This is an optimization exercise on Yosys and OpenROAD, whose aim is small area, a short achievable clock period and few clock cycles, not a production implementation.
The RTL was checked by simulation tests, not by an equivalence proof against the original design.
No driver is modelled on the clock port, so clocking that relies on it looks cheaper here than on a real chip.
Power figures rest on the tool's default switching activity, not on a simulated workload.

==> flow/design.v <==
module rx_framer (
    input  wire        clk,
    input  wire        rst,             
    input  wire        poll_valid,
    output reg         poll_ready,
    input  wire        poll_has_byte,   
    input  wire [7:0]  poll_byte,
    input  wire [31:0] poll_now,        
    output reg         resp_valid,
    output reg         resp_inact,      
    output reg         resp_frame_ok,   
    output reg         resp_crc_err,    
    output reg         fo_valid,
    output reg  [7:0]  fo_data
);
    localparam [7:0]  HEADER1     = 8'hAA;
    localparam [7:0]  HEADER2     = 8'h55;
    localparam [7:0]  TERMINATOR  = 8'h0D;
    localparam [7:0]  MAX_PAYLOAD = 8'd121;
    localparam [31:0] INACT_MS    = 32'd1500;
    localparam        NCH         = 121;    
    localparam [1:0]  MAXOUT      = 2'd3;   
    wire accept = poll_valid & poll_ready & ~rst;
    reg [31:0] t_last;
    always @(posedge clk)
        if (accept & poll_has_byte)
            t_last <= poll_now;
    wire [20:0] t_hi1  = t_last[31:11] + 21'd1;
    wire [11:0] t_up   = {1'b0, t_last[10:0]} + 12'd1500;
    wire [11:0] t_dn   = {1'b0, t_last[10:0]} - 12'd548;
    wire [1:0]  c_eq0  = {poll_now[31:22] == t_last[31:22], poll_now[21:11] == t_last[21:11]};
    wire [1:0]  c_eq1  = {poll_now[31:22] == t_hi1[20:11],  poll_now[21:11] == t_hi1[10:0]};
    wire        c_ge   = poll_now[10:0] >= t_last[10:0];
    wire        c_up   = t_up[11] || poll_now[10:0] <= t_up[10:0];
    wire        c_dn   = !t_dn[11] && poll_now[10:0] <= t_dn[10:0];
    reg       s0_v, s0_has;
    reg [1:0] s0_eq0, s0_eq1;
    reg       s0_ge, s0_up, s0_dn;
    reg [7:0] s0_b;
    reg       s0_h1, s0_h2, s0_ack, s0_len, s0_term;
    always @(posedge clk) begin
        s0_v    <= accept;
        s0_has  <= poll_has_byte;
        s0_eq0  <= c_eq0;
        s0_eq1  <= c_eq1;
        s0_ge   <= c_ge;
        s0_up   <= c_up;
        s0_dn   <= c_dn;
        s0_b    <= poll_byte;
        s0_h1   <= poll_byte == HEADER1;
        s0_h2   <= poll_byte == HEADER2;
        s0_ack  <= poll_byte[7:1] == 7'd0;
        s0_len  <= poll_byte <= MAX_PAYLOAD;
        s0_term <= poll_byte == TERMINATOR;
    end
    localparam [3:0] F_IDLE = 4'd0, F_SH1 = 4'd1, F_SH2 = 4'd2, F_SLEN = 4'd3,
                     F_PAY  = 4'd4, F_CLO = 4'd5, F_CHI = 4'd6, F_TERM = 4'd7,
                     F_DISC = 4'd8;
    reg [3:0] fst;
    reg [6:0] rem;           
    reg       ack;           
    reg [3:0] rm;            
    reg [2:0] pins;          
    wire [6:0] len = {rm, 3'd0} - {4'd0, pins} + 7'd1;    
    reg       s1_v, s1_inact, s1_cload, s1_cstep, s1_clo, s1_chi, s1_done;
    reg       ch_en;         
    reg [7:0] s1_b;
    wire      near  = (&s0_eq0 & s0_ge & s0_up) | (&s0_eq1 & ~s0_ge & s0_dn);
    wire      inact = s0_v && (fst != F_IDLE) && !near;
    wire [3:0] fst0 = inact ? F_IDLE : fst;
    reg [3:0] fst_n;
    reg       wr_n, cload_n, cstep_n, clo_n, chi_n, done_n;
    always @(*) begin
        fst_n   = fst0;
        wr_n    = 1'b0;
        cload_n = 1'b0;
        cstep_n = 1'b0;
        clo_n   = 1'b0;
        chi_n   = 1'b0;
        done_n  = 1'b0;
        if (s0_has) begin
            case (fst0)
                F_IDLE: if (s0_h1) fst_n = F_SH1;
                F_SH1:
                    if (s0_h2)      fst_n = F_SH2;
                    else if (s0_h1) fst_n = F_SH1;
                    else            fst_n = F_IDLE;
                F_SH2:
                    if (s0_ack)     fst_n = F_SLEN;
                    else if (s0_h1) fst_n = F_SH1;
                F_SLEN:
                    if (s0_len) begin
                        fst_n = (s0_b[6:0] == 7'd0) ? F_CLO : F_PAY;
                        cload_n = 1'b1;
                    end else if (s0_h1) fst_n = F_SH1;
                    else fst_n = F_IDLE;
                F_PAY: begin
                    if (rem == 7'd1) fst_n = F_CLO;
                    cstep_n = 1'b1; wr_n = 1'b1;
                end
                F_CLO: begin fst_n = F_CHI; clo_n = 1'b1; end
                F_CHI: begin fst_n = F_TERM; chi_n = 1'b1; end
                F_TERM:
                    if (s0_term) begin fst_n = F_IDLE; done_n = 1'b1; end
                    else fst_n = F_DISC;
                default:  
                    if (s0_h1) fst_n = F_SH1;
            endcase
        end
    end
    wire [6:0] lm1 = s0_b[6:0] - 7'd1;
    wire rem_load = s0_v && s0_has && fst0 == F_SLEN;
    wire rem_dec  = s0_v && s0_has && fst0 == F_PAY;
    always @(posedge clk) begin
        if (rst) begin
            fst  <= F_IDLE;
            s1_v <= 1'b0;
        end else begin
            s1_v <= s0_v;
            if (s0_v) begin
                fst <= fst_n;
                if (s0_has && fst0 == F_SH2) ack <= s0_b[0];
                if (s0_has && fst0 == F_SLEN) begin
                    rm   <= lm1[6:3] + {3'd0, lm1[2:0] != 3'd0};
                    pins <= 3'd0 - lm1[2:0];
                end
            end
        end
        s1_inact <= inact;
        s1_cload <= s0_v & cload_n;
        s1_cstep <= s0_v & cstep_n;
        s1_clo   <= s0_v & clo_n;
        s1_chi   <= s0_v & chi_n;
        s1_done  <= s0_v & done_n;
        s1_b     <= s0_b;
    end
    localparam [15:0] CRC_A0 = 16'hB06E, CRC_A1 = 16'h70AF;
    reg [15:0] crc;
    reg        crc_ok;
    reg [15:0] crc_step;
    integer k;
    always @(*) begin
        crc_step = (s1_cload ? (ack ? CRC_A1 : CRC_A0) : crc) ^ {8'h00, s1_b};
        for (k = 0; k < 8; k = k + 1)
            crc_step = crc_step[0] ? ((crc_step >> 1) ^ 16'hA001) : (crc_step >> 1);
    end
    always @(posedge clk) begin
        if (s1_cload | s1_cstep)
            crc <= crc_step;
        if (s1_clo)
            crc_ok <= (s1_b == crc[7:0]);
        if (s1_chi)
            crc_ok <= crc_ok & (s1_b == crc[15:8]);
    end
    reg [6:0] ph;                      
    wire oshift = ph[3];               
    reg [8*NCH-1:0] chain;
    integer i;
    always @(posedge clk)
        if (ch_en) begin
            chain[7:0] <= s1_b;
            for (i = 1; i < NCH; i = i + 1)
                chain[8*i +: 8] <= (i < 8 && i <= pins) ? s1_b : chain[8*(i-1) +: 8];
        end
    wire r_v     = s1_v;
    wire r_inact = s1_inact;
    wire r_ok    = s1_done & crc_ok;
    wire r_err   = s1_done & ~crc_ok;
    reg [1:0] q_inact;                 
    reg [1:0] q_n;
    reg       busy;
    reg [1:0] nout;                    
    wire q_ne = (q_n != 2'd0);
    wire src_v     = q_ne | r_v;
    wire src_inact = q_ne ? q_inact[0] : r_inact;
    wire src_ok    = ~q_ne & r_ok;
    wire src_err   = ~q_ne & r_err;
    wire take  = ~busy & src_v;        
    wire pop   = take & q_ne;
    wire push  = r_v & (busy | q_ne);
    wire start = take & src_ok;
    wire [15:0] rsel = 16'd1 << rm;
    reg [7:0] ch_rd;
    integer g;
    always @(*) begin
        ch_rd = 8'h00;
        for (g = 0; g < 16; g = g + 1)
            ch_rd = ch_rd | (chain[64*g +: 8] & {8{rsel[g]}});
    end
    wire resp_n = busy ? ph[6] : (take & ~src_ok);
    reg [6:0] ph_n;
    always @(*) begin
        if (~busy)
            ph_n = start ? 7'b0000001 : 7'b0000000;
        else if (ph[3])
            ph_n = (rem == 7'd1) ? 7'b0010000 : 7'b0001000;
        else if (ph[2] && len == 7'd0)
            ph_n = 7'b0010000;
        else
            ph_n = {ph[5:0], 1'b0};
    end
    always @(posedge clk) begin
        if (start)
            rem <= len;
        else if (oshift)
            rem <= rem - 7'd1;
        else if (rem_load)
            rem <= s0_b[6:0];
        else if (rem_dec)
            rem <= rem - 7'd1;
    end
    always @(posedge clk) begin
        if (rst) begin
            q_n        <= 2'd0;
            busy       <= 1'b0;
            ph         <= 7'd0;
            ch_en      <= 1'b0;
            resp_valid <= 1'b0;
            fo_valid   <= 1'b0;
            nout       <= 2'd0;
            poll_ready <= 1'b1;
        end else begin
            if (pop) begin
                q_inact <= {1'b0, q_inact[1]};
            end
            if (push) begin
                if (q_n - {1'b0, pop} == 2'd0)
                    q_inact[0] <= r_inact;
                else
                    q_inact[1] <= r_inact;
            end
            q_n <= q_n + {1'b0, push} - {1'b0, pop};
            resp_valid <= resp_n;
            fo_valid   <= busy | start;
            ph         <= ph_n;
            ch_en      <= (s0_v & wr_n) | ph_n[3];
            if (busy) begin
                if (ph[6]) busy <= 1'b0;
            end else if (start) begin
                busy       <= 1'b1;
            end
            nout       <= nout + {1'b0, s0_v} - {1'b0, resp_n};
            poll_ready <= ({1'b0, nout} + {2'b0, s0_v} - {2'b0, resp_n} + {2'b0, poll_ready})
                          < {1'b0, MAXOUT};
        end
    end
    always @(posedge clk) begin
        if (busy) begin
            resp_inact    <= 1'b0;
            resp_frame_ok <= 1'b1;
            resp_crc_err  <= 1'b0;
        end else begin
            resp_inact    <= src_inact;
            resp_frame_ok <= 1'b0;
            resp_crc_err  <= src_err;
        end
        case (1'b1)
            ~busy:  fo_data <= HEADER1;
            ph[0]:  fo_data <= HEADER2;
            ph[1]:  fo_data <= {7'd0, ack};
            ph[2]:  fo_data <= {1'b0, len};
            ph[3]:  fo_data <= ch_rd;
            ph[4]:  fo_data <= crc[7:0];
            ph[5]:  fo_data <= crc[15:8];
            default: fo_data <= TERMINATOR;
        endcase
    end
endmodule
==> flow/flow/run.sh <==
#!/bin/bash
# The standard layout (standard synthesis, floorplan, placement, CTS,
# routing) with three changes:
#  - timing repair is asked for a setup margin of MARGIN ns at the design's
#    own clock;
#  - the port buffers that placement inserts on every input and output are
#    buf_2 cells;
#  - before CTS, each register driving an output port's buffer is moved next
#    to that buffer (flow/move_outs.tcl, run as ORFS's PRE_CTS_TCL hook).
set -uo pipefail
MARGIN=${MARGIN:-7.0}
bash standard.sh SETUP_SLACK_MARGIN=$MARGIN \
    "BUFFER_PORTS_ARGS=-buffer_cell sky130_fd_sc_hd__buf_2" \
    "PRE_CTS_TCL=$PWD/flow/move_outs.tcl" \
    finish > standard_flow.log 2>&1
==> flow/flow/move_outs.tcl <==
# Sourced by ORFS's cts.tcl (PRE_CTS_TCL) right after it loads the placed
# design: each register that drives an output port's buffer is moved next to
# that buffer, and the placement is legalized again.
set block [ord::get_db_block]
set moved 0
foreach bt [$block getBTerms] {
  if {[$bt getIoType] != "OUTPUT"} { continue }
  set net [$bt getNet]
  if {$net == "NULL"} { continue }
  set drv ""
  foreach it [$net getITerms] { if {[$it isOutputSignal]} { set drv $it } }
  if {$drv == ""} { continue }
  set buf [$drv getInst]
  set in ""
  foreach it [$buf getITerms] { if {[$it isInputSignal]} { set in $it } }
  if {$in == ""} { continue }
  set n2 [$in getNet]
  set src ""
  foreach it [$n2 getITerms] { if {[$it isOutputSignal]} { set src $it } }
  if {$src == ""} { continue }
  set ff [$src getInst]
  if {![string match "*__df*" [[$ff getMaster] getName]]} { continue }
  set loc [$buf getLocation]
  $ff setLocation [lindex $loc 0] [lindex $loc 1]
  $ff setPlacementStatus PLACED
  incr moved
}
puts "move_outs: moved $moved output registers next to their port buffers"
detailed_placement
check_placement -verbose
==> flow/standard.sh <==
#!/bin/bash
# synth_recipe.tcl (not shown) runs the flow's synth.tcl, then flattens the netlist and writes it again
# the make line also repeats each setting of config.mk as NAME=value (left out here)
make -C /OpenROAD-flow-scripts/flow DESIGN_CONFIG=/design/flow/config.mk WORK_HOME=/design/flow/orfs CLKGATE_MAP_FILE= SYNTH_SCRIPT=/design/flow/synth_recipe.tcl "${@:-finish}"
==> flow/config.mk <==
export PLATFORM = sky130hd
export DESIGN_NAME = rx_framer
export DESIGN_NICKNAME = rx_framer
export VERILOG_FILES = /design/flow/design.v
export SDC_FILE = /design/flow/constraint.sdc
export NUM_CORES = 4
export LEC_CHECK = 0
export CAP_MARGIN = 20
export CORE_MARGIN = 2
export CORE_UTILIZATION = 50
export CTS_CLUSTER_DIAMETER = 150
export CTS_CLUSTER_SIZE = 25
export SETUP_SLACK_MARGIN = 5
export SLEW_MARGIN = 20
==> flow/constraint.sdc <==
create_clock -name core_clock -period 10.0 [get_ports {clk}]
set_input_delay 2.0000 -clock core_clock [delete_from_list [all_inputs] [get_ports {clk}]]
set_output_delay 2.0000 -clock core_clock [all_outputs]
set_load 0.01 [all_outputs]
==> flow_metrics.py, run 1 <==
metrics = {
    "status": {
        "status": "finished clean",
    },
    "synthesis": {
        "synth_cell_type_count": 73,
        "synth.area.top_cells": "edfxtp_1, dfxtp_1, mux2_2, xnor2_1, ha_1",
        "syn_inst": 1941,
        "synth_edf_count": 1034,
        "yosysTopAreaCellShare_pct": 81.2,
        "ys_ff_latch": 1102,
        "ys.flop_type": "edfxtp_1",
        "synth_area_mm2": 0.0382,
        "syn_area_per_cell_um2": 19.7,
        "synth_nets": 2027,
        "yosysWarnings": 1,
        "yosysTopAreaCell": "edfxtp_1",
        "async_flop_share_pct": 0,
        "yosysSeqAreaShare_pct": 84.7,
    },
    "worst_setup_path": {
        "critPathRequiredTime_ns": 8.00,
        "crit_type": "flip-flop to output port",
        "worst_ep_arrival_time_ns": 1.08,
        "cpMaxStageDelayCell": "dfxtp_2",
        "r2r_slack_ns": 7.15,
        "path_buf_inv": 1,
        "crit_family": "flip-flops",
        "rr_startpoint": "rm[3]",
        "worstPathMaxFanout": 2,
        "critPathLaunchType": "flip-flop",
        "crit_start": "poll_ready",
        "max_stage_delay_ns": 0.34,
        "worstPathCellList": "buf_6",
        "endpoint_kind": "output port",
    },
    "min_path": {
        "worstHoldStart": "s0_b[7]",
        "min_path_type": "flip-flop to flip-flop",
    },
    "drt": {
        "drt-total-wl_mm": 64.6,
        "drc_errors": 0,
        "detail_route.iter0.violations": 1634,
        "wl_per_cell_um": 21.3,
        "viasPerCell": 5.47,
        "ant_nets": 0,
        "vias": 16586,
        "dr.pass1.iters": 5,
    },
    "floorplan": {
        "die_h_um": 281,
        "dieArea_mm2": 0.0787,
        "core_area_mm2": 0.0758,
        "ios": 58,
        "start_util_pct": 50.4,
        "rows": 101,
        "die_width_um": 281,
    },
    "layout": {
        "instances_no_fill": 3033,
        "num-nets-final": 2099,
        "final_cell_mix": "edfxtp_1, xnor2_1, mux2_2",
        "mostFrequentLayoutCell": "edfxtp_1",
        "diodes": 0,
        "final_util_pct": 54.6,
        "layout-drive-gt1-share_pct": 11.7,
        "fill_cells": 5810,
        "final_area_mm2": 0.0414,
        "synthToLayoutAreaGrowth_pct": 8.34,
    },
    "pwr": {
        "p_per_area_mw_per_mm2": 183,
        "leakage_nw": 11.2,
        "vdd_drop_max_mv": 0.157,
    },
    "place": {
        "dp_hpwl_mm": 40.9,
        "port_buffers": 57,
        "post-place-cells": 2936,
        "place_congestion": 0.859,
        "dpl_cell_area_mm2": 0.0398,
    },
    "sta": {
        "hold_viol_final": 0,
        "relSlewSlack_pct": 30.4,
        "post-route-period-util_pct": 30.8,
        "setup_viol": 0,
        "fmax_mhz": 325,
        "finalMaxSlewViolations": 0,
        "min_period_ns": 3.08,
        "finClkSkew_ns": 0.0312,
        "final.setup.tns_ns": 0,
        "rsz0062_at_grt": "yes",
        "worst_pin_slew_ns": 1.02,
    },
    "clock_network": {
        "cts_buffers": 50,
        "insertion_delay_ns": 0.65,
        "clkTransAtPathRegs_ns": 0.10,
        "cts_tree": "yes",
        "numClockSinks": 1102,
    },
    "grt": {
        "grt_pass1_vias": 16062,
        "grt_max_degree": 212,
        "gr-usage-all-layers_pct": 16.4,
        "grt_antenna_before_repair": 7,
        "grt_pass1_wl_mm": 97.4,
        "overflow": 0,
    },
    "run": {
        "max_cap_violations": 0,
    },
}
## through the flow
step	total power, mW	hold slack [ns]	worst slack, ns
3_5_place_dp	5.35	0.313	6.46
3_3_place_gp	5.34	0.314	6.50
5_1_grt	7.84	0.343	6.87
6_report	7.58	0.336	6.92
4_1_cts	7.66	0.336	6.88
2_1_floorplan	5.29	0.310	2.65
## final timing paths
check                                   to  depth (start not counted)
worst min-delay path               s1_b[7]                          0
worst max register to register  fo_data[1]                         10
worst min register to register     s1_b[7]                          0
worst max-delay path            poll_ready                          1
## flip-flops by register name, summed over array words and instances (netlist names), 3 cells and up
signal,flops
pins,3
rem,7
ph,7
fo_data,8
s1_b,8
chain,968
s0_b,8
crc,16
fst,4
rm,4
t_last,32
## layer usage
layer | track usage [%] | vias to the layer above | part of all wire (%) | routed length [um]
li1 | - | 7640 | - | -
met1 | 25.0 | 8438 | 47 | 30300
met2 | 24.8 | 395 | 46 | 29500
met3 | 2.55 | 109 | 4.9 | 3180
met4 | 4.52 | 4 | 2.4 | 1570
met5 | 0 | - | 0.040 | 26
## cells in the mapped netlist (all sizes together), types with 4 or more instances
cell type / n
o22ai: 6
xnor2: 69
or3: 7
a32oi: 8
nand3: 40
a221oi: 8
xor2: 38
a32o: 5
edfxtp: 1034
o21ai: 49
nor2b: 20
a31oi: 12
inv: 42
o31ai: 5
a21boi: 4
nor4: 9
nor2: 63
and2: 14
a21oi: 45
or2: 7
nor3: 27
ha: 40
nand2b: 11
o21a: 7
a22o: 8
nor3b: 4
mux2: 68
o211ai: 7
mux2i: 12
buf: 17
clkbuf: 41
dfxtp: 68
nand2: 52
a22oi: 15
nand3b: 5
nand4: 19
and3: 7
a211oi: 4
## power breakdown
group	leakage, nW	switching, mW	internal (mW)
Clock	0.711	1.32	1.00
Sequential	8.03	0.0339	5.00
Combinational	2.46	0.113	0.107
Total	11.2	1.47	6.10
## cell families after synthesis
logic type	Yosys count	synth area share [%]
AOI/OAI and AO/OA	211	3.69
adders and majority gates	42	1.41
muxes	82	2.43
DFF	1102	84.7
and+or+nand+nor	297	4.21
xor gates and xnor gates	107	2.45
buffers and inverters	100	1.06
## layout make-up
| cell class | instances | area [um2] | area share (%) |
|---|---|---|---|
| clock buffers | 92 | 1450 | 3.50 |
| clock inverters | 2 | 60.1 | 0.145 |
| repair buffers | 78 | 601 | 1.45 |
| multi-input cells | 739 | 5510 | 13.3 |
| inverters | 42 | 165 | 0.399 |
| well taps | 978 | 1220 | 2.95 |
| flip-flops and latches | 1102 | 32400 | 78.3 |
## timing repair
item,CTS,global route
gates cloned,0,1
endpoints found under the hold margin,0,0
hold buffers,0,0
gates resized for setup,17,14
setup buffers,1,0
setup endpoints to repair,436,342
Testbench counts, summed over its fixed seeds: cycles 13,352.
==> run 2: changes to the inputs <==
--- a/flow/design.v
+++ b/flow/design.v
@@ -62,9 +62,7 @@
     reg [3:0] rm;            
     reg [2:0] pins;          
     wire [6:0] len = {rm, 3'd0} - {4'd0, pins} + 7'd1;    
-    reg       s1_v, s1_inact, s1_cload, s1_cstep, s1_clo, s1_chi, s1_done;
-    reg       ch_en;         
-    reg [7:0] s1_b;
+    reg       s1_v, s1_inact, s1_done;
     wire      near  = (&s0_eq0 & s0_ge & s0_up) | (&s0_eq1 & ~s0_ge & s0_dn);
     wire      inact = s0_v && (fst != F_IDLE) && !near;
     wire [3:0] fst0 = inact ? F_IDLE : fst;
@@ -127,12 +125,7 @@
             end
         end
         s1_inact <= inact;
-        s1_cload <= s0_v & cload_n;
-        s1_cstep <= s0_v & cstep_n;
-        s1_clo   <= s0_v & clo_n;
-        s1_chi   <= s0_v & chi_n;
         s1_done  <= s0_v & done_n;
-        s1_b     <= s0_b;
     end
     localparam [15:0] CRC_A0 = 16'hB06E, CRC_A1 = 16'h70AF;
     reg [15:0] crc;
@@ -140,27 +133,28 @@
     reg [15:0] crc_step;
     integer k;
     always @(*) begin
-        crc_step = (s1_cload ? (ack ? CRC_A1 : CRC_A0) : crc) ^ {8'h00, s1_b};
+        crc_step = (cload_n ? (ack ? CRC_A1 : CRC_A0) : crc) ^ {8'h00, s0_b};
         for (k = 0; k < 8; k = k + 1)
             crc_step = crc_step[0] ? ((crc_step >> 1) ^ 16'hA001) : (crc_step >> 1);
     end
     always @(posedge clk) begin
-        if (s1_cload | s1_cstep)
+        if (s0_v & (cload_n | cstep_n))
             crc <= crc_step;
-        if (s1_clo)
-            crc_ok <= (s1_b == crc[7:0]);
-        if (s1_chi)
-            crc_ok <= crc_ok & (s1_b == crc[15:8]);
+        if (s0_v & clo_n)
+            crc_ok <= (s0_b == crc[7:0]);
+        if (s0_v & chi_n)
+            crc_ok <= crc_ok & (s0_b == crc[15:8]);
     end
     reg [6:0] ph;                      
     wire oshift = ph[3];               
+    wire ch_en  = (s0_v & wr_n) | oshift;    
     reg [8*NCH-1:0] chain;
     integer i;
     always @(posedge clk)
         if (ch_en) begin
-            chain[7:0] <= s1_b;
+            chain[7:0] <= s0_b;
             for (i = 1; i < NCH; i = i + 1)
-                chain[8*i +: 8] <= (i < 8 && i <= pins) ? s1_b : chain[8*(i-1) +: 8];
+                chain[8*i +: 8] <= (i < 8 && i <= pins) ? s0_b : chain[8*(i-1) +: 8];
         end
     wire r_v     = s1_v;
     wire r_inact = s1_inact;
@@ -214,7 +208,6 @@
             q_n        <= 2'd0;
             busy       <= 1'b0;
             ph         <= 7'd0;
-            ch_en      <= 1'b0;
             resp_valid <= 1'b0;
             fo_valid   <= 1'b0;
             nout       <= 2'd0;
@@ -233,7 +226,6 @@
             resp_valid <= resp_n;
             fo_valid   <= busy | start;
             ph         <= ph_n;
-            ch_en      <= (s0_v & wr_n) | ph_n[3];
             if (busy) begin
                 if (ph[6]) busy <= 1'b0;
             end else if (start) begin
--- a/flow/flow/run.sh
+++ b/flow/flow/run.sh
@@ -8,7 +8,7 @@
 #  - before CTS, each register driving an output port's buffer is moved next
 #    to that buffer (flow/move_outs.tcl, run as ORFS's PRE_CTS_TCL hook).
 set -uo pipefail
-MARGIN=${MARGIN:-7.0}
+MARGIN=${MARGIN:-6.8}
 bash standard.sh SETUP_SLACK_MARGIN=$MARGIN \
     "BUFFER_PORTS_ARGS=-buffer_cell sky130_fd_sc_hd__buf_2" \
     "PRE_CTS_TCL=$PWD/flow/move_outs.tcl" \
==> flow_metrics.py, run 2 <==
metrics = {
    "drt": {
        "detail_route.iter0.violations": 1789,
        "drt-total-wl_mm": 65.0,
        "vias": 16512,
        "met3_length_mm": 3.33,
        "topRoutingLayerUsed": "met4",
        "dr.pass1.iters": 5,
        "wl_per_cell_um": 21.4,
        "ant_nets": 0,
        "wl_met1_mm": 31.0,
        "drc_errors": 0,
        "viasPerCell": 5.44,
        "route.met2.wl_mm": 29.2,
    },
    "clock_network": {
        "ctsHoldBuffers": 0,
        "clkTransAtPathRegs_ns": 0.10,
        "numClockSinks": 1089,
        "cts_buffers": 49,
        "insertion_delay_ns": 0.62,
        "cts_tree": "yes",
    },
    "synthesis": {
        "synth_nets": 2029,
        "synth_top_family_by_area": "simple AND/OR/NAND/NOR gates",
        "synth_xor_area_share_pct": 2.73,
        "async_flop_share_pct": 0,
        "yosysTopAreaCellShare_pct": 81.7,
        "synth_cell_type_count": 80,
        "ys.flop_type": "edfxtp_1",
        "yosysTopAreaCell": "edfxtp_1",
        "yosysWarnings": 1,
        "synthMuxAreaShare_pct": 2.29,
        "synth-compound-area-share_pct": 3.52,
        "syn_inst": 1945,
        "ys_top_cells_by_count": "edfxtp_1, nand2_1, xnor2_1",
        "synth_most_common_cell": "edfxtp_1",
        "synthSimpleGateAreaFrac_pct": 4.31,
        "synthAdderAreaFrac_pct": 1.38,
        "synth_area_mm2": 0.0380,
        "synth_edf_count": 1034,
        "syn_area_per_cell_um2": 19.5,
        "synth.area.top_cells": "edfxtp_1, dfxtp_1, mux2_2, xnor2_1, ha_1",
        "ys_ff_latch": 1089,
        "yosysSeqAreaShare_pct": 84.6,
    },
    "sta": {
        "post-route-period-util_pct": 31.1,
        "final.setup.tns_ns": 0,
        "finalMaxSlewViolations": 0,
        "setup_viol": 0,
        "finClkSkew_ns": 0.0210,
        "rsz0062_at_grt": "no",
        "relSlewSlack_pct": 29.0,
        "hold_viol_final": 0,
        "worst_pin_slew_ns": 1.06,
        "min_period_ns": 3.11,
        "fmax_mhz": 322,
        "worst_slack_ns": 6.89,
    },
    "floorplan": {
        "start_util_pct": 50.3,
        "dieArea_mm2": 0.0782,
        "rows": 101,
        "die_width_um": 280,
        "ios": 58,
        "core_area_mm2": 0.0756,
        "die_h_um": 280,
    },
    "grt": {
        "grt_pass1_wl_mm": 96.9,
        "grt_pass1_vias": 15722,
        "gr-usage-all-layers_pct": 16.5,
        "grt_max_degree": 194,
        "grt_antenna_before_repair": 7,
        "overflow": 0,
    },
    "pwr": {
        "p_per_area_mw_per_mm2": 181,
        "vdd_drop_max_mv": 0.120,
        "leakage_nw": 11.1,
        "p_total_mw": 7.43,
    },
    "layout": {
        "mostFrequentLayoutCell": "edfxtp_1",
        "reg_top3": "chain: 968 flops, t_last: 32 flops, crc: 16 flops",
        "synthToLayoutAreaGrowth_pct": 8.04,
        "layout-drive-gt1-share_pct": 10.9,
        "top_register": "chain",
        "num-nets-final": 2103,
        "final_cell_mix": "edfxtp_1, nand2_1, xnor2_1",
        "fill_cells": 5828,
        "largest_register_ffs": 968,
    },
    "min_path": {
        "min_path_type": "flip-flop to flip-flop",
    },
    "place": {
        "place_congestion": 0.819,
        "dp_hpwl_mm": 41.4,
        "place_ws_ns": 6.23,
        "port_buffers": 57,
    },
    "worst_setup_path": {
        "cpMaxStageDelayCell": "dfxtp_2",
        "critPathLaunchType": "flip-flop",
        "worst_ep_arrival_time_ns": 1.11,
        "worstPathMaxFanout": 3,
        "crit_type": "flip-flop to output port",
        "crit_family": "flip-flops",
        "max_stage_delay_ns": 0.36,
        "endpoint_kind": "output port",
        "critPathRequiredTime_ns": 8.00,
        "path_buf_inv": 1,
        "worstPathCellList": "buf_2",
    },
    "run": {
        "max_cap_violations": 0,
    },
    "status": {
        "status": "finished clean",
    },
}
-- run 2: cell count changes in the layout (fill, tap and decap cells not counted), moves of 6 or more --
cell	before	now
a21oi_1	44	52
a22oi_1	15	9
buf_2	48	57
buf_6	14	1
dfxtp_2	10	3
mux2_2	68	57
mux2i_1	12	23
nand2_1	52	83
-- run 2: repair_timing --
action                     4_1_cts  5_1_grt
setup buffers                    0        0
resized for setup                9       12
gates cloned                     2        1
setup endpoints to repair      761      656
-- run 2: metal layers --
layer  track usage, %  up-vias
li1                 -     7645
met1             26.0     8338
met2             24.3      445
met3             2.34       84
met4             4.59        0
met5                0        -
-- run 2: worst paths after layout --
kind / start / endpoint / slack, ns / cells after the start
worst max register to register: rm[3] / fo_data[0] / 6.97 / 9
worst min-delay path: chain[945] / chain[953] / 0.42 / 0
worst max-delay path: poll_ready / poll_ready / 6.89 / 1
worst min register to register: chain[945] / chain[953] / 0.42 / 0
-- run 2: cell type report --
class / count / area (um2) / area share, %
diodes: 1 / 2.50 / 0.00609
clock buffers: 89 / 1400 / 3.40
well taps: 978 / 1220 / 2.98
flip-flops and latches: 1089 / 32200 / 78.3
repair buffers: 79 / 604 / 1.47
clock inverters: 2 / 32.5 / 0.0792
multi-input cells: 757 / 5490 / 13.4
inverters: 43 / 165 / 0.402
-- run 2: report_power, final --
| group | internal [mW] | switching, mW | total (mW) |
|---|---|---|---|
| sequential | 4.94 | 0.0329 | 4.98 |
| clock | 0.960 | 1.28 | 2.24 |
| combinational | 0.102 | 0.115 | 0.217 |
| total | 6.01 | 1.43 | 7.43 |
-- run 2: cell families (layout without fill, tap and decap cells) --
group                      Yosys count  count (layout)
DFF                               1089            1089
and+or+nand+nor                    317             317
AOI/OAI and AO/OA                  204             204
xor gates and xnor gates           115             115
buffers and inverters               99             213
muxes                               80              80
adders and majority gates           41              41
other                                0               1
-- run 2: worst register-to-register path, cell delays in order, from the launching register on --
cell and delay, ns:
edfxtp_1 0.37, buf_4 0.35, buf_4 0.49, mux2_2 0.43
a22oi_1 0.23, nor2_1 0.07, a31oi_1 0.14, a21oi_1 0.09
o31ai_1 0.28, a31oi_1 0.35
-- run 2: through the flow --
stage	cell area (um2)	hold WS, ns	instances	util, %
2_1_floorplan	38100	0.397	1945	-
3_5_place_dp	39500	0.405	2943	52.3
4_1_cts	41000	0.419	3036	54.3
3_3_place_gp	39500	0.400	2943	52.2
5_1_grt	41100	0.424	3037	54.3
6_report	41100	0.416	3038	54.3
Testbench counts of run 2, summed over its fixed seeds: cycles 13,352.
==> run 3: changes to the inputs <==
--- a/flow/flow/run.sh
+++ b/flow/flow/run.sh
@@ -8,7 +8,7 @@
 #  - before CTS, each register driving an output port's buffer is moved next
 #    to that buffer (flow/move_outs.tcl, run as ORFS's PRE_CTS_TCL hook).
 set -uo pipefail
-MARGIN=${MARGIN:-6.8}
+MARGIN=${MARGIN:-7.0}
 bash standard.sh SETUP_SLACK_MARGIN=$MARGIN \
     "BUFFER_PORTS_ARGS=-buffer_cell sky130_fd_sc_hd__buf_2" \
     "PRE_CTS_TCL=$PWD/flow/move_outs.tcl" \
==> flow_metrics.py, run 3 <==
metrics = {
    "floorplan": {
        "start_util_pct": 50.3,
        "rows": 101,
        "core_area_mm2": 0.0756,
        "dieArea_mm2": 0.0782,
        "die_width_um": 280,
        "ios": 58,
        "die_h_um": 280,
    },
    "synthesis": {
        "yosysTopAreaCellShare_pct": 81.7,
        "synth_nets": 2029,
        "yosysWarnings": 1,
        "synth_area_mm2": 0.0380,
        "ys_top_cells_by_count": "edfxtp_1, nand2_1, xnor2_1",
        "yosysTopAreaCell": "edfxtp_1",
        "ys_ff_latch": 1089,
        "ys.flop_type": "edfxtp_1",
        "syn_area_per_cell_um2": 19.5,
        "async_flop_share_pct": 0,
        "synth.area.top_cells": "edfxtp_1, dfxtp_1, mux2_2, xnor2_1, ha_1",
        "synth_cell_type_count": 80,
        "yosysSeqAreaShare_pct": 84.6,
        "synth_most_common_cell": "edfxtp_1",
        "synth_edf_count": 1034,
        "syn_inst": 1945,
    },
    "clock_network": {
        "ctsHoldBuffers": 0,
        "insertion_delay_ns": 0.63,
        "cts_tree": "yes",
        "cts_buffers": 49,
        "numClockSinks": 1089,
        "clkTransAtPathRegs_ns": 0.10,
    },
    "sta": {
        "min_period_ns": 3.07,
        "final.setup.tns_ns": 0,
        "finalMaxSlewViolations": 0,
        "worst_pin_slew_ns": 0.965,
        "hold_viol_final": 0,
        "post-route-period-util_pct": 30.7,
        "finClkSkew_ns": 0.0226,
        "worst_slack_ns": 6.93,
        "setup_viol": 0,
        "fmax_mhz": 326,
        "relSlewSlack_pct": 35.7,
        "rsz0062_at_grt": "yes",
    },
    "layout": {
        "top_register": "chain",
        "synthToLayoutAreaGrowth_pct": 8.21,
        "fill_cells": 5809,
        "final_area_mm2": 0.0411,
        "instances_no_fill": 3028,
        "mostFrequentLayoutCell": "edfxtp_1",
        "largest_register_ffs": 968,
        "num-nets-final": 2105,
        "reg_top3": "chain: 968 flops, t_last: 32 flops, crc: 16 flops",
        "layout-drive-gt1-share_pct": 11.4,
        "final_cell_mix": "edfxtp_1, nand2_1, xnor2_1",
    },
    "worst_setup_path": {
        "worstPathCellList": "buf_6",
        "path_buf_inv": 1,
        "critPathRequiredTime_ns": 8.00,
        "cpMaxStageDelayCell": "dfxtp_2",
        "worstPathMaxFanout": 2,
        "cp.depth": 1,
        "crit_type": "flip-flop to output port",
        "critPathLaunchType": "flip-flop",
        "max_stage_delay_ns": 0.34,
        "worst_ep_arrival_time_ns": 1.07,
        "crit_family": "flip-flops",
        "rr_worst_depth": 8,
        "endpoint_kind": "output port",
    },
    "drt": {
        "ant_nets": 0,
        "detail_route.iter0.violations": 1599,
        "drc_errors": 0,
        "drt-total-wl_mm": 64.6,
        "wl_per_cell_um": 21.3,
        "viasPerCell": 5.45,
        "vias": 16488,
        "dr.pass1.iters": 5,
    },
    "grt": {
        "grt_max_degree": 224,
        "grt_pass1_wl_mm": 96.6,
        "grt_antenna_before_repair": 3,
        "overflow": 0,
        "grt_pass1_vias": 15667,
        "gr-usage-all-layers_pct": 16.4,
    },
    "place": {
        "place_congestion": 0.847,
        "place_ws_ns": 5.68,
        "post-place-cells": 2943,
        "dpl_cell_area_mm2": 0.0395,
        "dp_hpwl_mm": 40.3,
        "port_buffers": 57,
    },
    "pwr": {
        "vdd_drop_max_mv": 0.151,
        "p_total_mw": 7.42,
        "leakage_nw": 11.2,
        "p_per_area_mw_per_mm2": 180,
    },
    "min_path": {
        "min_path_type": "flip-flop to flip-flop",
        "hold_depth": 0,
    },
    "status": {
        "status": "finished clean",
    },
    "run": {
        "max_cap_violations": 0,
    },
}
==> run 3: cell counts after synthesis <==
No cell type changed its count.
==> run 3: worst reg2reg max path, delay by kind of cell (launching register included) <==
family,cells,cell delay [ns]
buffers and inverters,2,0.70
AOI/OAI and AO/OA,4,1.04
and+or+nand+nor,2,0.63
DFF,1,0.33
==> run 3: power breakdown <==
group	internal [mW]	switching [mW]	leakage (nW)
Clock	0.941	1.28	0.662
Combinational	0.109	0.115	2.52
Sequential	4.94	0.0344	7.97
Total	5.99	1.43	11.2
==> run 3: what timing repair did <==
item / CTS / global route
pin swaps: 1 / 0
setup endpoints to repair: 801 / 635
buffers inserted: 2 / 0
cloned: 2 / 1
resized for setup: 16 / 20
==> run 3: worst paths after layout <==
| kind | slack (ns) | end | startpoint |
|---|---|---|---|
| hold reg to reg | 0.41 | chain[94] | chain[86] |
| setup reg to reg | 7.12 | fo_data[6] | rm[2] |
| hold / removal | 0.41 | chain[94] | chain[86] |
| setup / recovery | 6.93 | poll_ready | poll_ready |
==> run 3: layout make-up <==
class                   count  area [um2]  area share (%)
repair buffers             81         671            1.63
diodes                      1        2.50         0.00608
flip-flops and latches   1089       32200            78.2
clock inverters             2        32.5          0.0791
well taps                 978        1220            2.97
clock buffers              77        1350            3.29
multi-input cells         757        5520            13.4
inverters                  43         170           0.414
==> run 3: logic make-up (layout without fill, tap and decap cells) <==
logic type,after synthesis,after routing,share of synthesized area [%]
AND/OR/NAND/NOR,317,317,4.31
buffers and inverters,99,203,1.19
AO/OA/AOI/OAI,204,204,3.52
multiplexers,80,80,2.29
XOR/XNOR,115,115,2.73
adder cells (fa/ha/maj),41,41,1.38
flip-flops,1089,1089,84.6
other,0,1,0
==> run 3: through the flow <==
step | utilization [%] | hold WS [ns]
CTS | 54.3 | 0.412
floorplan | - | 0.397
finish | 54.4 | 0.413
detailed placement | 52.3 | 0.405
global route | 54.4 | 0.426
global placement | 52.3 | 0.400
==> run 3: layer usage <==
metal / vias up / track usage [%] / wire length (um) / share of wire [%]
li1: 7626 / - / - / -
met1: 8382 / 26.1 / 31300 / 48
met2: 385 / 23.8 / 28700 / 44
met3: 95 / 2.40 / 3090 / 4.8
met4: 0 / 4.87 / 1510 / 2.3
met5: - / 0 / 0 / 0
==> run 4: changes to the inputs <==
--- a/flow/config.mk
+++ b/flow/config.mk
@@ -7,8 +7,9 @@
 export LEC_CHECK = 0
 export CAP_MARGIN = 20
 export CORE_MARGIN = 2
-export CORE_UTILIZATION = 50
+export CORE_UTILIZATION = 55
 export CTS_CLUSTER_DIAMETER = 150
 export CTS_CLUSTER_SIZE = 25
+export PLACE_DENSITY = 0.65
 export SETUP_SLACK_MARGIN = 5
 export SLEW_MARGIN = 20
==> flow_metrics.py, run 4 <==
metrics = {
    "status": {
        "status": "finished clean",
    },
    "synthesis": {
        "ys_ff_latch": 1089,
        "ys_top_cells_by_count": "edfxtp_1, nand2_1, xnor2_1",
        "synth_most_common_cell": "edfxtp_1",
        "syn_area_per_cell_um2": 19.5,
        "synth_edf_count": 1034,
        "yosysTopAreaCell": "edfxtp_1",
        "yosysTopAreaCellShare_pct": 81.7,
        "ys.flop_type": "edfxtp_1",
        "synth_area_mm2": 0.0380,
        "syn_inst": 1945,
        "async_flop_share_pct": 0,
        "synth_nets": 2029,
        "yosysWarnings": 1,
        "synth.area.top_cells": "edfxtp_1, dfxtp_1, mux2_2, xnor2_1, ha_1",
        "yosysSeqAreaShare_pct": 84.6,
        "synth_cell_type_count": 80,
    },
    "floorplan": {
        "start_util_pct": 55.5,
        "ios": 58,
        "die_width_um": 267,
        "core_area_mm2": 0.0685,
        "rows": 96,
        "dieArea_mm2": 0.0712,
        "die_h_um": 267,
    },
    "layout": {
        "reg_top3": "chain: 968 flops, t_last: 32 flops, crc: 16 flops",
        "largest_register_ffs": 968,
        "final_cell_mix": "edfxtp_1, nand2_1, xnor2_1",
        "layout-drive-gt1-share_pct": 11.6,
        "mostFrequentLayoutCell": "edfxtp_1",
        "top_register": "chain",
        "num-nets-final": 2104,
        "synthToLayoutAreaGrowth_pct": 8.10,
    },
    "min_path": {
        "hold_path_end": "chain[272]",
        "hold_depth": 0,
        "min_path_type": "flip-flop to flip-flop",
        "worstHoldStart": "chain[264]",
    },
    "clock_network": {
        "clkTransAtPathRegs_ns": 0.11,
        "cts_buffers": 49,
        "cts_tree": "yes",
        "numClockSinks": 1089,
        "insertion_delay_ns": 0.62,
    },
    "sta": {
        "min_period_ns": 3.07,
        "setup_viol": 0,
        "finClkSkew_ns": 0.0163,
        "hold_viol_final": 0,
        "rsz0062_at_grt": "yes",
        "worst_slack_ns": 6.93,
        "post-route-period-util_pct": 30.7,
        "finalMaxSlewViolations": 0,
        "relSlewSlack_pct": 29.7,
        "fmax_mhz": 326,
        "holdWs_ns": 0.418,
        "final.setup.tns_ns": 0,
        "worst_pin_slew_ns": 1.05,
    },
    "pwr": {
        "leakage_nw": 11.2,
        "vdd_drop_max_mv": 0.145,
        "p_total_mw": 7.39,
        "seqPwrFrac_pct": 67.4,
        "p_per_area_mw_per_mm2": 180,
        "combPwrFrac_pct": 3.1,
        "p_int_mw": 5.98,
        "clkPwrFrac_pct": 29.5,
        "p_sw_mw": 1.41,
        "switching_share_pct": 19.0,
    },
    "place": {
        "place_ws_ns": 5.48,
        "port_buffers": 57,
        "dp_hpwl_mm": 38.5,
        "place_congestion": 0.878,
    },
    "worst_setup_path": {
        "rr_startpoint": "s0_has",
        "worstPathCellList": "buf_2",
        "crit_type": "flip-flop to output port",
        "worstPathMaxFanout": 1,
        "rr_worst_depth": 5,
        "endpoint_kind": "output port",
        "cpMaxStageDelayCell": "dfxtp_1",
        "r2r-end": "chain[774]",
        "crit_family": "flip-flops",
        "worst_ep_arrival_time_ns": 1.07,
        "path_buf_inv": 1,
        "max_stage_delay_ns": 0.33,
        "r2r_slack_ns": 7.09,
        "critPathLaunchType": "flip-flop",
        "critPathRequiredTime_ns": 8.00,
    },
    "drt": {
        "vias": 16580,
        "ant_nets": 0,
        "dr.pass1.iters": 5,
        "wl_per_cell_um": 21.2,
        "viasPerCell": 5.67,
        "drc_errors": 0,
        "drt-total-wl_mm": 62.1,
        "detail_route.iter0.violations": 1996,
    },
    "grt": {
        "grt_antenna_before_repair": 4,
        "gr-usage-all-layers_pct": 17.6,
        "overflow": 0,
        "grt_pass1_wl_mm": 94.7,
        "grt_max_degree": 105,
        "grt_pass1_vias": 15794,
    },
    "run": {
        "max_cap_violations": 0,
    },
}
run 4: changes by cell type in the layout (fill, tap and decap cells not counted), moves of 2 or more:
cell / delta
clkbuf_1: -9
buf_16: +5
dfxtp_1: -5
dfxtp_2: +5
buf_2: -4
buf_4: -4
buf_12: +2
run 4: metal layers:
| metal | wire [um] | part of all wire (%) | GRT usage, % | vias to the layer above |
|---|---|---|---|---|
| li1 | - | - | - | 7633 |
| met1 | 30200 | 49 | 28.6 | 8462 |
| met2 | 27600 | 44 | 25.6 | 405 |
| met3 | 3150 | 5.1 | 2.49 | 78 |
| met4 | 1110 | 1.8 | 3.92 | 2 |
| met5 | 11 | 0.018 | 0 | - |
run 4: kinds of logic (layout without fill, tap and decap cells):
family / Yosys count / in the layout / synth area share [%]
AOI/OAI and AO/OA: 204 / 204 / 3.52
and+or+nand+nor: 317 / 317 / 4.31
DFF: 1089 / 1089 / 84.6
buffers and inverters: 99 / 193 / 1.19
other: 0 / 1 / 0
xor gates and xnor gates: 115 / 115 / 2.73
adders and majority gates: 41 / 41 / 1.38
muxes: 80 / 80 / 2.29
run 4: area by class of cell:
cell class	count	area, um2
fill	4893	27400
sequential	1089	32200
antenna	1	2.50
inverter	43	174
tap	882	1100
multi-input combinational	757	5500
clock buffer	68	1320
clock inverter	2	32.5
timing repair buffer	80	791
run 4: worst max path at each step:
| stage | startpoint | to | slack, ns | cells after the start |
|---|---|---|---|---|
| 3_3_place_gp | ph[3] | chain[671] | 5.64 | 5 |
| 3_5_place_dp | ph[3] | chain[785] | 5.48 | 5 |
| 5_1_grt | fo_data[1] | fo_data[1] | 6.87 | 1 |
| 2_1_floorplan | s0_ge | chain[0] | -15.29 | 6 |
| 4_1_cts | s0_ge | chain[343] | 6.85 | 9 |
| 6_report | fo_data[1] | fo_data[1] | 6.93 | 1 |
run 4: worst reg2reg max path, stage by stage, from the launching register on:
cell and delay [ns]:
dfxtp_1 0.53, nor2b_2 0.33, nand3_4 0.14, o31ai_4 0.53
buf_16 0.41, buf_12 0.57
run 4: per-stage QoR:
stage	instance area, um2	instances	util [%]
3_3_place_gp	39400	2845	57.5
5_1_grt	41100	2921	60.0
6_report	41100	2922	60.0
3_5_place_dp	39400	2845	57.5
4_1_cts	40900	2919	59.8
2_1_floorplan	38100	1945	-
run 4: power groups by stage:
| stage | clock network [mW] | registers (mW) | logic [mW] |
|---|---|---|---|
| floorplan | 0 | 5.06 | 0.171 |
| CTS | 2.26 | 4.98 | 0.227 |
| detailed placement | 0 | 5.08 | 0.219 |
| finish | 2.18 | 4.98 | 0.227 |
| global route | 2.41 | 4.98 | 0.259 |
| global placement | 0 | 5.08 | 0.206 |
run 4: what timing repair did:
item	CTS	global route
gates cloned	3	2
hold buffers	0	0
setup buffers	1	0
hold endpoints to repair	0	0
pin swaps	0	0
gates resized for setup	28	32
endpoints found under the setup margin	743	467
==> run 5: changes to the inputs <==
--- a/flow/design.v
+++ b/flow/design.v
@@ -19,7 +19,7 @@
     localparam [7:0]  MAX_PAYLOAD = 8'd121;
     localparam [31:0] INACT_MS    = 32'd1500;
     localparam        NCH         = 121;    
-    localparam [1:0]  MAXOUT      = 2'd3;   
+    localparam [1:0]  MAXOUT      = 2'd2;   
     wire accept = poll_valid & poll_ready & ~rst;
     reg [31:0] t_last;
     always @(posedge clk)
@@ -62,7 +62,6 @@
     reg [3:0] rm;            
     reg [2:0] pins;          
     wire [6:0] len = {rm, 3'd0} - {4'd0, pins} + 7'd1;    
-    reg       s1_v, s1_inact, s1_done;
     wire      near  = (&s0_eq0 & s0_ge & s0_up) | (&s0_eq1 & ~s0_ge & s0_dn);
     wire      inact = s0_v && (fst != F_IDLE) && !near;
     wire [3:0] fst0 = inact ? F_IDLE : fst;
@@ -112,9 +111,7 @@
     always @(posedge clk) begin
         if (rst) begin
             fst  <= F_IDLE;
-            s1_v <= 1'b0;
         end else begin
-            s1_v <= s0_v;
             if (s0_v) begin
                 fst <= fst_n;
                 if (s0_has && fst0 == F_SH2) ack <= s0_b[0];
@@ -124,8 +121,6 @@
                 end
             end
         end
-        s1_inact <= inact;
-        s1_done  <= s0_v & done_n;
     end
     localparam [15:0] CRC_A0 = 16'hB06E, CRC_A1 = 16'h70AF;
     reg [15:0] crc;
@@ -156,17 +151,16 @@
             for (i = 1; i < NCH; i = i + 1)
                 chain[8*i +: 8] <= (i < 8 && i <= pins) ? s0_b : chain[8*(i-1) +: 8];
         end
-    wire r_v     = s1_v;
-    wire r_inact = s1_inact;
-    wire r_ok    = s1_done & crc_ok;
-    wire r_err   = s1_done & ~crc_ok;
-    reg [1:0] q_inact;                 
-    reg [1:0] q_n;
+    wire r_v     = s0_v;
+    wire r_inact = inact;
+    wire r_ok    = s0_v & done_n & crc_ok;
+    wire r_err   = s0_v & done_n & ~crc_ok;
+    reg       q_inact;
+    reg       q_ne;
     reg       busy;
     reg [1:0] nout;                    
-    wire q_ne = (q_n != 2'd0);
     wire src_v     = q_ne | r_v;
-    wire src_inact = q_ne ? q_inact[0] : r_inact;
+    wire src_inact = q_ne ? q_inact : r_inact;
     wire src_ok    = ~q_ne & r_ok;
     wire src_err   = ~q_ne & r_err;
     wire take  = ~busy & src_v;        
@@ -205,7 +199,7 @@
     end
     always @(posedge clk) begin
         if (rst) begin
-            q_n        <= 2'd0;
+            q_ne       <= 1'b0;
             busy       <= 1'b0;
             ph         <= 7'd0;
             resp_valid <= 1'b0;
@@ -213,16 +207,9 @@
             nout       <= 2'd0;
             poll_ready <= 1'b1;
         end else begin
-            if (pop) begin
-                q_inact <= {1'b0, q_inact[1]};
-            end
-            if (push) begin
-                if (q_n - {1'b0, pop} == 2'd0)
-                    q_inact[0] <= r_inact;
-                else
-                    q_inact[1] <= r_inact;
-            end
-            q_n <= q_n + {1'b0, push} - {1'b0, pop};
+            if (push)
+                q_inact <= r_inact;
+            q_ne <= push | (q_ne & ~pop);
             resp_valid <= resp_n;
             fo_valid   <= busy | start;
             ph         <= ph_n;
--- a/flow/config.mk
+++ b/flow/config.mk
@@ -7,9 +7,8 @@
 export LEC_CHECK = 0
 export CAP_MARGIN = 20
 export CORE_MARGIN = 2
-export CORE_UTILIZATION = 55
+export CORE_UTILIZATION = 50
 export CTS_CLUSTER_DIAMETER = 150
 export CTS_CLUSTER_SIZE = 25
-export PLACE_DENSITY = 0.65
 export SETUP_SLACK_MARGIN = 5
 export SLEW_MARGIN = 20
==> flow_metrics.py, run 5 <==
metrics = {
    "status": {
        "status": "finished clean",
    },
    "synthesis": {
        "synth_edf_count": 1033,
        "synth_cell_type_count": 76,
        "synth_area_mm2": 0.0377,
        "async_flop_share_pct": 0,
        "syn_inst": 1894,
        "synth.area.top_cells": "edfxtp_1, dfxtp_1, mux2_2, xnor2_1, ha_1",
        "syn_area_per_cell_um2": 19.9,
        "synth_nets": 1977,
        "yosysTopAreaCell": "edfxtp_1",
        "synth_most_common_cell": "edfxtp_1",
        "ys.flop_type": "edfxtp_1",
        "yosysWarnings": 1,
        "ys_ff_latch": 1084,
        "yosysTopAreaCellShare_pct": 82.3,
        "ys_top_cells_by_count": "edfxtp_1, nand2_1, nor2_1",
        "yosysSeqAreaShare_pct": 85.0,
    },
    "worst_setup_path": {
        "crit_type": "flip-flop to output port",
        "cp.depth": 1,
        "critPathLaunchType": "flip-flop",
        "worst_ep_arrival_time_ns": 1.08,
        "worstPathCellList": "buf_6",
        "endpoint_kind": "output port",
        "cpMaxStageDelayCell": "dfxtp_2",
        "critPathRequiredTime_ns": 8.00,
        "max_stage_delay_ns": 0.34,
        "crit_family": "flip-flops",
        "worstPathMaxFanout": 1,
        "path_buf_inv": 1,
        "rr_worst_depth": 7,
    },
    "layout": {
        "layout-drive-gt1-share_pct": 12.4,
        "top_register": "chain",
        "reg_top3": "chain: 968 flops, t_last: 32 flops, crc: 16 flops",
        "mostFrequentLayoutCell": "edfxtp_1",
        "largest_register_ffs": 968,
        "synthToLayoutAreaGrowth_pct": 8.68,
        "instances_no_fill": 2973,
        "final_cell_mix": "edfxtp_1, nand2_1, nor2_1",
        "num-nets-final": 2065,
        "final_util_pct": 54.9,
    },
    "grt": {
        "gr-usage-all-layers_pct": 16.2,
        "grt_pass1_wl_mm": 95.0,
        "grt_antenna_before_repair": 5,
        "grt_max_degree": 92,
        "grt_pass1_vias": 15532,
        "overflow": 0,
    },
    "min_path": {
        "hold_depth": 0,
        "min_path_type": "flip-flop to flip-flop",
    },
    "clock_network": {
        "cts_buffers": 49,
        "clkTransAtPathRegs_ns": 0.11,
        "insertion_delay_ns": 0.64,
        "numClockSinks": 1084,
        "cts_tree": "yes",
        "ctsHoldBuffers": 0,
    },
    "sta": {
        "hold_viol_final": 0,
        "finClkSkew_ns": 0.0441,
        "fmax_mhz": 325,
        "worst_pin_slew_ns": 0.925,
        "relSlewSlack_pct": 38.0,
        "setup_viol": 0,
        "finalMaxSlewViolations": 0,
        "rsz0062_at_grt": "yes",
        "final.setup.tns_ns": 0,
        "post-route-period-util_pct": 30.8,
        "min_period_ns": 3.08,
    },
    "drt": {
        "ant_nets": 0,
        "wl_per_cell_um": 21.2,
        "drt-total-wl_mm": 63.1,
        "detail_route.iter0.violations": 1768,
        "vias": 16299,
        "drc_errors": 0,
        "dr.pass1.iters": 5,
        "viasPerCell": 5.48,
    },
    "floorplan": {
        "start_util_pct": 50.5,
        "dieArea_mm2": 0.0776,
        "die_width_um": 279,
        "core_area_mm2": 0.0746,
        "ios": 58,
        "rows": 100,
        "die_h_um": 279,
    },
    "pwr": {
        "p_per_area_mw_per_mm2": 178,
        "leakage_nw": 11.1,
        "p_total_mw": 7.29,
        "vdd_drop_max_mv": 0.148,
    },
    "run": {
        "max_cap_violations": 0,
    },
    "place": {
        "dp_hpwl_mm": 39.2,
        "port_buffers": 57,
        "post-place-cells": 2889,
        "place_congestion": 0.910,
    },
}
## run 5: cell types whose count changed in the layout (fill, tap and decap cells not counted), moves of 6 or more
| cell | previous run | this run |
|---|---|---|
| a21oi_1 | 53 | 42 |
| buf_4 | 7 | 18 |
| dfxtp_1 | 40 | 34 |
| inv_1 | 39 | 33 |
| nand2b_1 | 11 | 18 |
| nand3_1 | 40 | 28 |
| nor3_1 | 25 | 18 |
| o211ai_1 | 11 | 5 |
| o21ai_0 | 50 | 32 |
| o21ai_1 | 1 | 9 |
| o22ai_1 | 4 | 10 |
| xnor2_1 | 68 | 60 |
## run 5: report_power, final
part	leakage, nW	total, mW	internal (mW)	switching, mW
Clock	0.652	2.19	0.920	1.27
Combinational	2.55	0.162	0.0768	0.0851
Sequential	7.90	4.94	4.91	0.0246
## run 5: area by class of cell
| class | count | area, um2 |
|---|---|---|
| inverters | 36 | 140 |
| well taps | 969 | 1210 |
| diodes | 1 | 2.50 |
| repair buffers | 88 | 791 |
| fillers | 5734 | 33600 |
| clock buffers | 68 | 1300 |
| flip-flops and latches | 1084 | 32100 |
| clock inverters | 4 | 53.8 |
| multi-input cells | 723 | 5390 |
## run 5: worst paths after layout
check	slack [ns]	startpoint	to
min	0.41	chain[284]	chain[292]
min reg2reg	0.41	chain[284]	chain[292]
max reg2reg	7.07	rm[3]	fo_data[7]
max	6.92	fo_data[0]	fo_data[0]
## run 5: kinds of logic (layout without fill, tap and decap cells)
| kind of cell | count (synthesis) | after routing | share of synthesized area [%] |
|---|---|---|---|
| AOI/OAI and AO/OA | 188 | 188 | 3.31 |
| xor gates and xnor gates | 109 | 109 | 2.61 |
| adders and majority gates | 40 | 40 | 1.34 |
| buffers and inverters | 89 | 196 | 1.02 |
| DFF | 1084 | 1084 | 85.0 |
| muxes | 85 | 85 | 2.57 |
| other | 0 | 1 | 0 |
| and+or+nand+nor | 299 | 301 | 4.11 |
## run 5: what timing repair did
action                                  in CTS  in global routing
resized for setup                           26                 33
pin swaps                                    1                  4
setup buffers                                2                  3
endpoints found under the setup margin     873                567
endpoints found under the hold margin        0                  0
cloned                                       3                  3
## run 5: per-layer routing
layer,up-vias,GRT usage (%),routed length (um)
li1,7467,-,-
met1,8363,25.9,30800
met2,387,23.5,27900
met3,82,2.41,3120
met4,0,3.85,1310
met5,-,0,0
## run 5: metrics by stage
stage	worst slack (ns)	hold WS [ns]	area, um2
2_1_floorplan	4.85	0.387	37800
3_3_place_gp	6.05	0.400	39200
3_5_place_dp	5.94	0.405	39200
4_1_cts	6.87	0.415	40700
5_1_grt	6.87	0.415	40900
6_report	6.92	0.406	40900
Testbench counts of run 5, summed over its fixed seeds: cycles 13,344.

-- afterwards: timing with drivers on the ports --
The results above use ideal ports. As a check the final layouts listed here were re-extracted and re-timed, cells and wires unchanged.
Step 1 (the two cells are an assumption about what drives the block):
set clk [get_ports {clk}]
set_driving_cell -lib_cell sky130_fd_sc_hd__clkbuf_16 $clk
set_driving_cell -lib_cell sky130_fd_sc_hd__buf_2 [delete_from_list [all_inputs] $clk]
Step 2 adds t to the input delays and takes it off the output delays; t is the mean of the earliest and latest rising clock arrival at the registers after step 1. Input paths then give back, and output paths get back, about the clock's delay inside the block.
Slacks: ideal ports / drivers / drivers and shift; pairs: ideal ports / drivers.
run | t, ns | slack for setup (ns) | slew at the worst register clock pin (ns)
run 1 | 0.690 | 6.922 / 6.856 / 6.452 | 0.11 / 0.11
run 2 | 0.673 | 6.894 / 6.832 / 6.358 | 0.10 / 0.10
run 3 | 0.680 | 6.930 / 6.865 / 6.492 | 0.11 / 0.11
run 4 | 0.670 | 6.930 / 6.868 / 6.501 | 0.11 / 0.11
run 5 | 0.681 | 6.923 / 6.861 / 6.506 | 0.11 / 0.11
After both steps setup and hold are still met in every run listed. The setup slack of run 2, which loses most, moves by -0.062 ns with the drivers and by -0.536 ns with both steps.
